What follows belongs to an exercise in optimizing a design on an open flow for small area, a short achievable clock period and few clock cycles; a production flow would make more cautious choices.
Function not checked in this run: the RTL went through the layout flow alone.
No activity file was given, so power comes from the tool's default toggle rates.

**flow/design.v**
```verilog
module vld_core (
    input  wire        clk,
    input  wire        rst,           
    input  wire        load_start,    
    input  wire [15:0] load_len,
    input  wire        load_valid,    
    input  wire [31:0] load_data,     
    input  wire [7:0]  rd_mem_addr,
    output wire [7:0]  rd_mem_data,
    input  wire [2:0]  rd_reg_idx,
    output wire [31:0] rd_reg_data,
    output wire [1:0]  run_state,     
    output wire [2:0]  fault_kind,
    output wire [8:0]  fault_pc,
    output wire [31:0] fault_info
);
    localparam NG = 4;                
    localparam GB = $clog2(NG);
    localparam [5:0] OP_LOAD      = 6'd5;
    localparam [5:0] OP_LOADCONST = 6'd30;
    localparam [5:0] OP_STORE     = 6'd33;
    localparam [5:0] OP_ROR       = 6'd37;
    localparam [1:0] S_IDLE  = 2'd0;
    localparam [1:0] S_RUN   = 2'd1;
    localparam [1:0] S_HALT  = 2'd2;
    localparam [1:0] S_FAULT = 2'd3;
    reg [1:0]  state;
    reg [15:0] len_q;          
    reg [6:0]  words;          
    reg [8:0]  pc;
    reg [31:0] ir;             
    reg        ir_ok2;         
    reg        ir_ok4;         
    reg [2:0]  fkind;
    reg [31:0] xc_q;           
    reg [2047:0] mem;          
    reg [255:0]  xr;           
    wire [8:0] code_size = len_q[8:0];
    wire [8:0] lbytes    = {words, 2'b00};                
    wire       loading   = (state == S_RUN) && (lbytes < code_size);
    wire       ld_we     = loading && load_valid;
    wire [8:0] lbytes_n  = ld_we ? lbytes + 9'd4 : lbytes;  
    wire       ld_final  = (lbytes_n >= code_size);
    wire       final_st  = state[1];
    wire [5:0]  opc   = ir[5:0];
    wire [2:0]  fld_b = ir[8:6];
    wire [2:0]  fld_c = ir[11:9];
    wire [16:0] imm   = ir[25:9];
    wire [2:0]  b_idx = final_st ? rd_reg_idx : fld_b;
    wire [31:0] x_b   = xr[32*b_idx +: 32];
    assign rd_reg_data = x_b;
    wire        xc_big = |xc_q[31:8];
    wire [7:0]  xc8    = xc_q[7:0];
    wire [7:0]  d_addr  = final_st ? rd_mem_addr : xc8;
    wire [15:0] d_hi, d_lo;
    wire [255:0] d_sel;                  
    reg  [7:0]  d_rdata;
    genvar i;
    generate
        for (i = 0; i < 16; i = i + 1) begin : g_dpre
            assign d_hi[i] = (d_addr[7:4] == i);
            assign d_lo[i] = (d_addr[3:0] == i);
        end
        for (i = 0; i < 256; i = i + 1) begin : g_dsel
            assign d_sel[i] = d_hi[i / 16] & d_lo[i % 16];
        end
    endgenerate
    integer j;
    always @(*) begin
        d_rdata = 8'd0;
        for (j = 0; j < 256; j = j + 1)
            d_rdata = d_rdata | (mem[8*j +: 8] & {8{d_sel[j]}});
    end
    assign rd_mem_data  = d_rdata;
    wire [8:0]  rem = code_size - pc;
    wire        is_ld  = (opc == OP_LOAD);
    wire        is_lc  = (opc == OP_LOADCONST);
    wire        is_st  = (opc == OP_STORE);
    wire        is_ror = (opc == OP_ROR);
    wire        is_mem = is_ld | is_st | is_ror;
    wire        end_code = (rem < 9'd2);
    wire        trunc    = is_lc && (rem < 9'd4);
    wire        unknown  = !is_lc && !is_mem;
    wire        oor      = is_mem && xc_big;
    wire        d_wait  = ({1'b0, xc8} < code_size) && ({1'b0, xc8} >= lbytes);
    wire        bus_hit = ld_we && (xc8[GB+1:2] == words[GB-1:0]);
    reg advance, go_halt, go_fault;
    always @(*) begin
        advance  = 1'b0;
        go_halt  = 1'b0;
        go_fault = 1'b0;
        if (state == S_RUN) begin
            if (end_code)
                go_halt = ld_final;
            else if (!ir_ok2)
                ;
            else if (trunc || unknown || oor)
                go_fault = ld_final;
            else if (is_lc)
                advance = ir_ok4;
            else
                advance = !d_wait && !(is_st && bus_hit);
            if (advance && ld_final && (is_lc ? rem < 9'd6 : rem < 9'd4))
                go_halt = 1'b1;
        end
    end
    wire st_we = advance && is_st;
    wire rg_we = advance && !is_st;
    wire [4:0]  rot_amt = d_rdata[4:0];
    wire [63:0] rot_dbl = {x_b, x_b} >> rot_amt;
    wire [31:0] rot_res = rot_dbl[31:0];
    wire [31:0] wb = is_lc ? {15'd0, imm} :
                     is_ld ? {24'd0, d_rdata} : rot_res;
    wire       refetch = !ir_ok2 || (is_lc && !ir_ok4);
    wire [8:0] npc = refetch ? pc : (is_lc ? pc + 9'd4 : pc + 9'd2);
    wire [7:0] st_data = x_b[7:0];
    reg [7:0] bank_q [0:3];
    reg [5:0] f_row [0:3];
    reg [63:0] f_sel [0:3];              
    integer b, r;
    always @(*) begin
        for (b = 0; b < 4; b = b + 1) begin
            f_row[b] = npc[7:2] + ((b < npc[1:0]) ? 6'd1 : 6'd0);
            for (r = 0; r < 64; r = r + 1)
                f_sel[b][r] = (f_row[b] == r);
            bank_q[b] = 8'd0;
            for (r = 0; r < 64; r = r + 1)
                bank_q[b] = bank_q[b] | (mem[8*(4*r + b) +: 8] & {8{f_sel[b][r]}});
            if (ld_we && f_row[b] == words[5:0])
                bank_q[b] = load_data[8*b +: 8];
            else if (is_st && ir_ok2 && xc8 == {f_row[b], b[1:0]})
                bank_q[b] = st_data;
        end
    end
    wire [31:0] fetch_w = {bank_q[3], bank_q[2], bank_q[1], bank_q[0]};
    wire [63:0] fetch_d = {fetch_w, fetch_w} >> {npc[1:0], 3'b000};
    wire [2:0]  nfld_c = fetch_d[11:9];
    wire [31:0] xc_n   = (rg_we && fld_b == nfld_c) ? wb : xr[32*nfld_c +: 32];
    wire [9:0] npc2 = {1'b0, npc} + 10'd2;
    wire [9:0] npc4 = {1'b0, npc} + 10'd4;
    assign run_state  = state;
    assign fault_kind = (state == S_FAULT) ? fkind : 3'd0;
    assign fault_pc   = (state == S_FAULT) ? pc : 9'd0;
    assign fault_info = (state != S_FAULT) ? 32'd0 :
                        (fkind == 3'd3) ? xc_q :
                        (fkind == 3'd4) ? {16'd0, len_q} :
                        (fkind == 3'd1) ? {23'd0, rem} : {26'd0, opc};
    always @(posedge clk) begin
        if (rst) begin
            state <= S_IDLE;
        end else if (load_start) begin
            len_q  <= load_len;
            words  <= 7'd0;
            pc     <= 9'd0;
            ir_ok2 <= 1'b0;
            ir_ok4 <= 1'b0;
            if (load_len > 16'd256) begin
                state <= S_FAULT;
                fkind <= 3'd4;
            end else begin
                state <= S_RUN;
            end
        end else begin
            if (ld_we)
                words <= words + 7'd1;
            if (go_halt)
                state <= S_HALT;
            if (go_fault) begin
                state <= S_FAULT;
                fkind <= trunc ? 3'd1 : unknown ? 3'd2 : 3'd3;
            end
            if (state == S_RUN && (advance || refetch)) begin
                pc     <= npc;
                ir     <= fetch_d[31:0];
                xc_q   <= xc_n;
                ir_ok2 <= (npc2 <= {1'b0, lbytes_n});
                ir_ok4 <= (npc4 <= {1'b0, lbytes_n});
            end
        end
    end
    generate
        for (i = 0; i < 8; i = i + 1) begin : g_x
            always @(posedge clk) begin
                if (load_start)
                    xr[32*i +: 32] <= 32'd0;
                else if (rg_we && fld_b == i)
                    xr[32*i +: 32] <= wb;
            end
        end
    endgenerate
    wire [7:0] st_bus = load_start ? 8'd0 : st_data;
    wire [3:0] lane_ok;
    genvar k;
    generate
        for (k = 0; k < 4; k = k + 1) begin : g_lane
            assign lane_ok[k] = ({words, k[1:0]} < {1'b0, code_size});
        end
        for (i = 0; i < 256; i = i + 1) begin : g_mem
            localparam [5:0] ROW = i / 4;
            localparam       BK  = i % 4;
            wire ld_grp = ld_we && (words[GB-1:0] == ROW[GB-1:0]);
            wire [7:0] bus = ld_grp ? load_data[8*BK +: 8] : st_bus;
            wire en = load_start ||
                      (ld_we && words[5:0] == ROW && lane_ok[BK]) ||
                      (st_we && d_sel[i]);
            always @(posedge clk) begin
                if (en)
                    mem[8*i +: 8] <= bus;
            end
        end
    endgenerate
endmodule
```
**flow/run.sh**
```bash
#!/bin/bash
# synth_recipe.tcl (not shown) runs the flow's synth.tcl, then flattens the netlist and writes it again
# the make line also repeats each setting of config.mk as NAME=value (left out here)
make -C /OpenROAD-flow-scripts/flow DESIGN_CONFIG=/design/flow/config.mk WORK_HOME=/design/flow/orfs CLKGATE_MAP_FILE= SYNTH_SCRIPT=/design/flow/synth_recipe.tcl finish
```
**flow/config.mk**
```make
export PLATFORM = sky130hd
export DESIGN_NAME = vld_core
export DESIGN_NICKNAME = vld_core
export VERILOG_FILES = /design/flow/design.v
export SDC_FILE = /design/flow/constraint.sdc
export NUM_CORES = 4
export LEC_CHECK = 0
export CAP_MARGIN = 20
export CORE_MARGIN = 2
export CORE_UTILIZATION = 35
export PLACE_DENSITY = 0.55
export SETUP_SLACK_MARGIN = 4.0
export SLEW_MARGIN = 20
```
**flow/constraint.sdc**
```tcl
create_clock -name core_clock -period 10.0 [get_ports {clk}]
set_input_delay 2.0000 -clock core_clock [delete_from_list [all_inputs] [get_ports {clk}]]
set_output_delay 2.0000 -clock core_clock [all_outputs]
set_load 0.01 [all_outputs]
```
==> out/summary.md <==
The share of the yosys chip area belonging to registers came out at 59.04%. Summed over its instances, the top area cell type makes up 54.65% of the synthesized netlist area. Counting flops and latches in the post-synthesis netlist gives 2400.

Summed over all layers, the global routing overflow is 13051. The total I/O pin count is 149. The via count of the first global-routing pass is 167087, and the first-pass GRT wire length is 2168000 um.

edfxtp_1 takes more of the synthesized area than any other cell. The floorplan has 212 rows. After detailed placement, the design holds a cell count of 14370. For the routability congestion estimate, the log shows 1.684. The count of buffers added on input and output ports is 147. The run stopped with a tool error.

Counting the buffers created by CTS gives 272. In the post-synthesis netlist, the cell with the most instances is edfxtp_1. The step where the flow halted is 5_1_grt. The count of flip-flops with a built-in enable after synthesis was 2142.

The Yosys warning count was 4. The count of different cell masters after synthesis was 121. The commonest cells after synthesis are 2142 x edfxtp_1, 1021 x a22oi_1, 598 x nor2_1. The floorplan step set the die height to 583.9 um. For this configuration, the core starts out at a cell density of 35.24%.

Post-synthesis cell count: 9501. The total clock sinks was 2400. The placed standard-cell area is 0.1315 mm2.

The horizontal die dimension is 583.9 um. In this run the number of H-tree levels came out at 5. The fraction of registers with async set or reset after synthesis came out at 0%.

The combined global-route utilization of all metal layers was 95.64%; the average cell area after synthesis was 12.39 um2. Yosys attributes the largest share of cell area to edfxtp_1 55%, a22oi_1 6.5%, dfxtp_1 4.4%. The most used flip-flop cell after synthesis is edfxtp_1. The area of the mapped netlist came out at 0.1177 mm2. Timing analysis after detailed placement gives a worst setup slack of -0.2699 ns. The cell chosen for the clock root was clkbuf_16. Entering global routing, the biggest net connects 133 pins. For the number of buffers on the longest clock path, the log shows 4. The HPWL after detailed placement is 1074000 um.

The first error in the log reads "[ERROR GRT-0116] Global routing finished with congestion. Check the congestion regions in the DRC Viewer". The run gives 9626 as the net count after synthesis.
layer usage:
layer / overflow / global-route usage (%)
met5: 176 / 83.02
met4: 2665 / 92.78
met2: 6476 / 103.4
met3: 1700 / 91.77
met1: 2034 / 93.74
worst max-delay path by stage:
stage	to	from	cells past startpoint	slack, ns
floorplan	rd_mem_data[1]	rd_mem_addr[1]	13	3.46
global placement	rd_mem_data[6]	rd_mem_addr[3]	14	-0.56
detailed placement	rd_mem_data[7]	rd_mem_addr[7]	13	-0.27
CTS	rd_mem_data[6]	rd_mem_addr[2]	16	1.81
power by group through the flow:
stage               Sequential (mW)  Combinational (mW)  Clock (mW)
CTS                            12.4                4.01        10.3
detailed placement             12.6                3.81           0
global placement               12.6                3.79           0
floorplan                      11.6                1.83           0
timing repair:
action	in CTS
hold buffers	0
setup endpoints to repair	2280
pin swaps	115
gates resized for setup	474
gates cloned	2
setup buffers	214
logic make-up after synthesis:
logic type	after synthesis	synth area share [%]
simple gates	2649	11.37
buf+inv	772	2.753
compound gates	3164	21.53
flops	2400	59.04
mux	404	4.198
xor+xnor	49	0.4465
other cells	1	0.003186
fa+ha+maj	62	0.6591
